Background: an optimization exercise with open tools, aiming at small area. Do not read the settings as production practice. Power is estimated from default activity; no workload was simulated.

==> flow/design.v <==
module pgrf (
    input  wire        clk,
    input  wire        rst,
    input  wire        req_valid,
    output wire        req_ready,
    input  wire [31:0] req_cmd,
    input  wire [63:0] req_data,
    output wire        rsp_valid,
    input  wire        rsp_ready,
    output wire [1:0]  rsp_status,
    output wire [63:0] rsp_data
);
    localparam [2:0] OP_CLR   = 3'd1;
    localparam [2:0] OP_GET   = 3'd2;
    localparam [2:0] OP_SET   = 3'd3;
    localparam [2:0] OP_GRAV  = 3'd4;
    localparam [2:0] OP_GPASS = 3'd5;
    localparam [2:0] OP_XPOSE = 3'd6;
    localparam [2:0] OP_RDLO  = 3'd7;
    localparam [2:0] OP_RDHI  = 3'd0;    
    localparam [2:0] S_IDLE = 3'd0;
    localparam [2:0] S_WAIT = 3'd1;
    localparam [2:0] S_WORK = 3'd2;
    localparam [2:0] S_FIN  = 3'd3;
    localparam [2:0] S_RESP = 3'd4;
    localparam [1:0] G_PRE  = 2'd0;      
    localparam [1:0] G_RUN  = 2'd1;      
    localparam [1:0] G_SEEK = 2'd2;      
    reg [2:0]  st;
    reg [63:0] lo_r, hi_r;
    reg [5:0]  pos;
    reg        clrp;
    reg [2:0]  op;
    reg [1:0]  stat;
    reg [5:0]  cnt;
    reg [1:0]  val;
    reg [63:0] rq;
    reg [1:0]  gm;
    reg        gd;
    reg        moved;
    reg        unset;
    assign req_ready = (st == S_IDLE) && !rst;
    assign rsp_valid = (st == S_RESP);
    assign rsp_status = stat;
    genvar t;
    generate
        for (t = 0; t < 64; t = t + 1) begin : g_out
            assign rsp_data[(t % 8) * 8 + t / 8] = rq[t];
        end
    endgenerate
    wire [7:0] i_opc = req_cmd[7:0];
    wire [7:0] i_row = req_cmd[15:8];
    wire [7:0] i_col = req_cmd[23:16];
    wire [7:0] i_val = req_cmd[31:24];
    wire i_get = (i_opc == 8'h02);
    wire i_set = (i_opc == 8'h03);
    wire i_legal = (i_opc >= 8'h01) && (i_opc <= 8'h08);
    wire i_rsv = i_get ? (i_val != 8'd0)
               : i_set ? 1'b0
               : (req_cmd[31:8] != 24'd0);
    wire i_arg = (i_get || i_set) && (i_row >= 8'd8 || i_col >= 8'd8 ||
                                      (i_set && i_val >= 8'd4));
    wire [1:0] i_stat = !i_legal ? 2'd2 : i_rsv ? 2'd3 : i_arg ? 2'd1 : 2'd0;
    wire ok      = (stat == 2'd0);
    wire c_clr   = ok && (op == OP_CLR);
    wire c_get   = ok && (op == OP_GET);
    wire c_set   = ok && (op == OP_SET);
    wire c_grav  = ok && (op == OP_GRAV);
    wire c_gpass = ok && (op == OP_GPASS);
    wire c_xpose = ok && (op == OP_XPOSE);
    wire c_rdlo  = ok && (op == OP_RDLO);
    wire c_rdhi  = ok && (op == OP_RDHI);
    wire wrap  = (pos == 6'd63);
    wire hit   = (pos == cnt);
    wire in_work = (st == S_WORK);
    wire in_fin  = (st == S_FIN);
    wire       first = (pos[2:0] == 3'd0);
    wire       last  = (pos[2:0] == 3'd7);
    wire       cur   = lo_r[0] | hi_r[0];
    wire       nxt   = !last && (lo_r[1] | hi_r[1]);
    wire [1:0] gm_e  = first ? G_PRE : gm;
    wire       gd_e  = first ? 1'b0 : gd;
    wire       mv    = !gd_e && nxt && (gm_e != G_PRE || !cur);
    wire       g_lo  = mv ? lo_r[1] : (gm_e == G_RUN) ? 1'b0 : lo_r[0];
    wire       g_hi  = mv ? hi_r[1] : (gm_e == G_RUN) ? 1'b0 : hi_r[0];
    wire       moved_e = (pos == 6'd0) ? 1'b0 : moved;
    wire       unset_e = (pos == 6'd0) ? 1'b0 : unset;
    wire       unset_n = unset_e || (mv && gm_e == G_SEEK);
    reg [1:0] gm_n;
    reg       gd_n;
    always @(*) begin
        gm_n = gm_e;
        gd_n = gd_e;
        case (gm_e)
        G_PRE:
            if (!cur && !gd_e)
                gm_n = nxt ? G_RUN : G_SEEK;
        G_RUN:
            if (!mv) begin
                if (gd_e) gm_n = G_PRE;
                else      gm_n = G_SEEK;
            end
        default:
            if (nxt) begin
                gm_n = G_RUN;
                gd_n = 1'b1;
            end
        endcase
    end
    wire do_grav = in_work && (c_grav || c_gpass);
    reg w_lo, w_hi;
    always @(*) begin
        w_lo = lo_r[0];
        w_hi = hi_r[0];
        if (clrp || (in_fin && c_clr)) begin
            w_lo = 1'b0;
            w_hi = 1'b0;
        end else if (in_fin && c_set && hit) begin
            w_lo = val[0];
            w_hi = val[1];
        end else if (do_grav) begin
            w_lo = g_lo;
            w_hi = g_hi;
        end
    end
    wire [7:0] cv = c_get ? {6'd0, val} : {2'd0, cnt};
    reg ins;
    always @(*) begin
        ins = 1'b0;
        if (c_rdlo)
            ins = lo_r[0];
        else if (c_rdhi)
            ins = hi_r[0];
        else if (c_get || c_grav || c_gpass)
            ins = first && cv[pos[5:3]];
    end
    wire r_ld = (st == S_IDLE);
    wire r_hd = !r_ld && ((st == S_RESP) || c_xpose);
    wire r_sh = !r_ld && !r_hd;
    always @(posedge clk) begin
        lo_r <= {w_lo, lo_r[63:1]};
        hi_r <= {w_hi, hi_r[63:1]};
        pos  <= rst ? 6'd0 : pos + 6'd1;
        if (rst)
            clrp <= 1'b1;
        else if (wrap)
            clrp <= 1'b0;
        rq <= ({64{r_ld}} & req_data) | ({64{r_sh}} & {ins, rq[63:1]}) |
              ({64{r_hd}} & rq);
        if (st == S_IDLE) begin
            op   <= req_cmd[2:0];
            stat <= i_stat;
            cnt  <= {req_cmd[18:16], req_cmd[10:8]};
            val  <= req_cmd[25:24];
        end else if (in_work) begin
            if (c_get && hit)
                val <= {hi_r[0], lo_r[0]};
            if (c_gpass ? mv : (c_grav && mv && !moved_e))
                cnt <= cnt + 6'd1;
        end
        gm    <= gm_n;
        gd    <= gd_n;
        moved <= moved_e || mv;
        unset <= unset_n;
        if (rst)
            st <= S_IDLE;
        else begin
            case (st)
            S_IDLE:
                if (req_valid)
                    st <= S_WAIT;
            S_WAIT:
                if (c_xpose)
                    st <= S_RESP;
                else if (wrap)
                    st <= (c_get || c_grav || c_gpass) ? S_WORK : S_FIN;
            S_WORK:
                if (wrap && !(c_grav && unset_n))
                    st <= S_FIN;
            S_FIN:
                if (wrap)
                    st <= S_RESP;
            S_RESP:
                if (rsp_ready)
                    st <= S_IDLE;
            default:
                st <= S_IDLE;
            endcase
        end
    end
endmodule
Settings: LEC_CHECK=0, CAP_MARGIN=20, CORE_MARGIN=2, CORE_UTILIZATION=65, PLACE_DENSITY=0.75, SLEW_MARGIN=20; clock period 12.0 ns.
standard.sh (not shown) runs the stock make flow with config.mk's settings and CLKGATE_MAP_FILE= SYNTH_SCRIPT=/design/flow/synth_recipe.tcl, a recipe that flattens the netlist after the stock synthesis.
==> flow/flow/run.sh <==
#!/bin/bash
set -euo pipefail
cd "$(dirname "$0")/.."
export BUFFER_PORTS_ARGS="-buffer_cell sky130_fd_sc_hd__buf_1"
export CTS_ARGS="-sink_clustering_enable -repair_clock_nets -dont_use_dummy_load -buf_list sky130_fd_sc_hd__clkbuf_4 -sink_clustering_size 10 -sink_clustering_max_diameter 40"
bash standard.sh > make_finish.log 2>&1
The baseline went through all stages and came out clean.
Edit:
==> flow/flow/run.sh (replaced) <==
#!/bin/bash
set -euo pipefail
cd "$(dirname "$0")/.."
export BUFFER_PORTS_ARGS="-buffer_cell sky130_fd_sc_hd__buf_1"
export CTS_ARGS="-sink_clustering_enable -repair_clock_nets -dont_use_dummy_load -buf_list sky130_fd_sc_hd__clkbuf_8 -sink_clustering_size 20 -sink_clustering_max_diameter 50"
bash standard.sh > make_finish.log 2>&1
Cell count went down by about 1.2%.
Die area does not change.
Clock skew stays flat.
Total power went up by 0.85%.
Area after synthesis stays the same.
Edit:
==> flow/flow/run.sh (replaced) <==
#!/bin/bash
set -euo pipefail
cd "$(dirname "$0")/.."
export BUFFER_PORTS_ARGS="-buffer_cell sky130_fd_sc_hd__buf_1"
export CTS_ARGS="-sink_clustering_enable -repair_clock_nets -dont_use_dummy_load -buf_list sky130_fd_sc_hd__clkbuf_4"
bash standard.sh > make_finish.log 2>&1
CORE_UTILIZATION = 40   (was 65)
CTS_BUF_LIST = sky130_fd_sc_hd__clkbuf_4   (was not set)
PLACE_DENSITY = 0.6   (was 0.75)
=>
- global-route usage goes down by 7.9 points
- via count climbs by 4.8%
- clock power came out higher by 33%
- setup slack is better by 28 ps
- wire length increases by 5.6%
Function was not checked in any run of this note: the RTL went through the layout flow alone.

==> static timing again, ports no longer ideal <==
In the flow no input, the clock included, has a driving cell. The finished layouts below were timed again as built, in two steps. Step 1 (the two cells are an assumption about what drives the block):
set clk [get_ports {clk}]
set_driving_cell -lib_cell sky130_fd_sc_hd__clkbuf_16 $clk
set_driving_cell -lib_cell sky130_fd_sc_hd__buf_2 [delete_from_list [all_inputs] $clk]
Step 2 times the ports against the registers' clock, not the clock port: input delays grow and output delays shrink by t, the midpoint of the rising clock arrivals with the driver on. Three values: ideal, step 1, step 2; two values: the first two.
| run | shift t [ns] | setup slack, ns | latest minus earliest clock arrival (ns) | worst register clock-pin slew, ns |
|---|---|---|---|---|
| the first run | 0.601 | 6.504 / 6.481 / 6.481 | 0.056 / 0.056 | 0.11 / 0.11 |
| the second run | 0.495 | 6.511 / 6.488 / 6.488 | 0.056 / 0.056 | 0.11 / 0.11 |
| the third run | 0.617 | 6.539 / 6.504 / 6.504 | 0.076 / 0.075 | 0.07 / 0.07 |
After both steps every run listed still meets setup and hold. For the third run, which loses most, drivers alone change the setup slack by -0.035 ns; drivers and shift together by -0.035 ns.
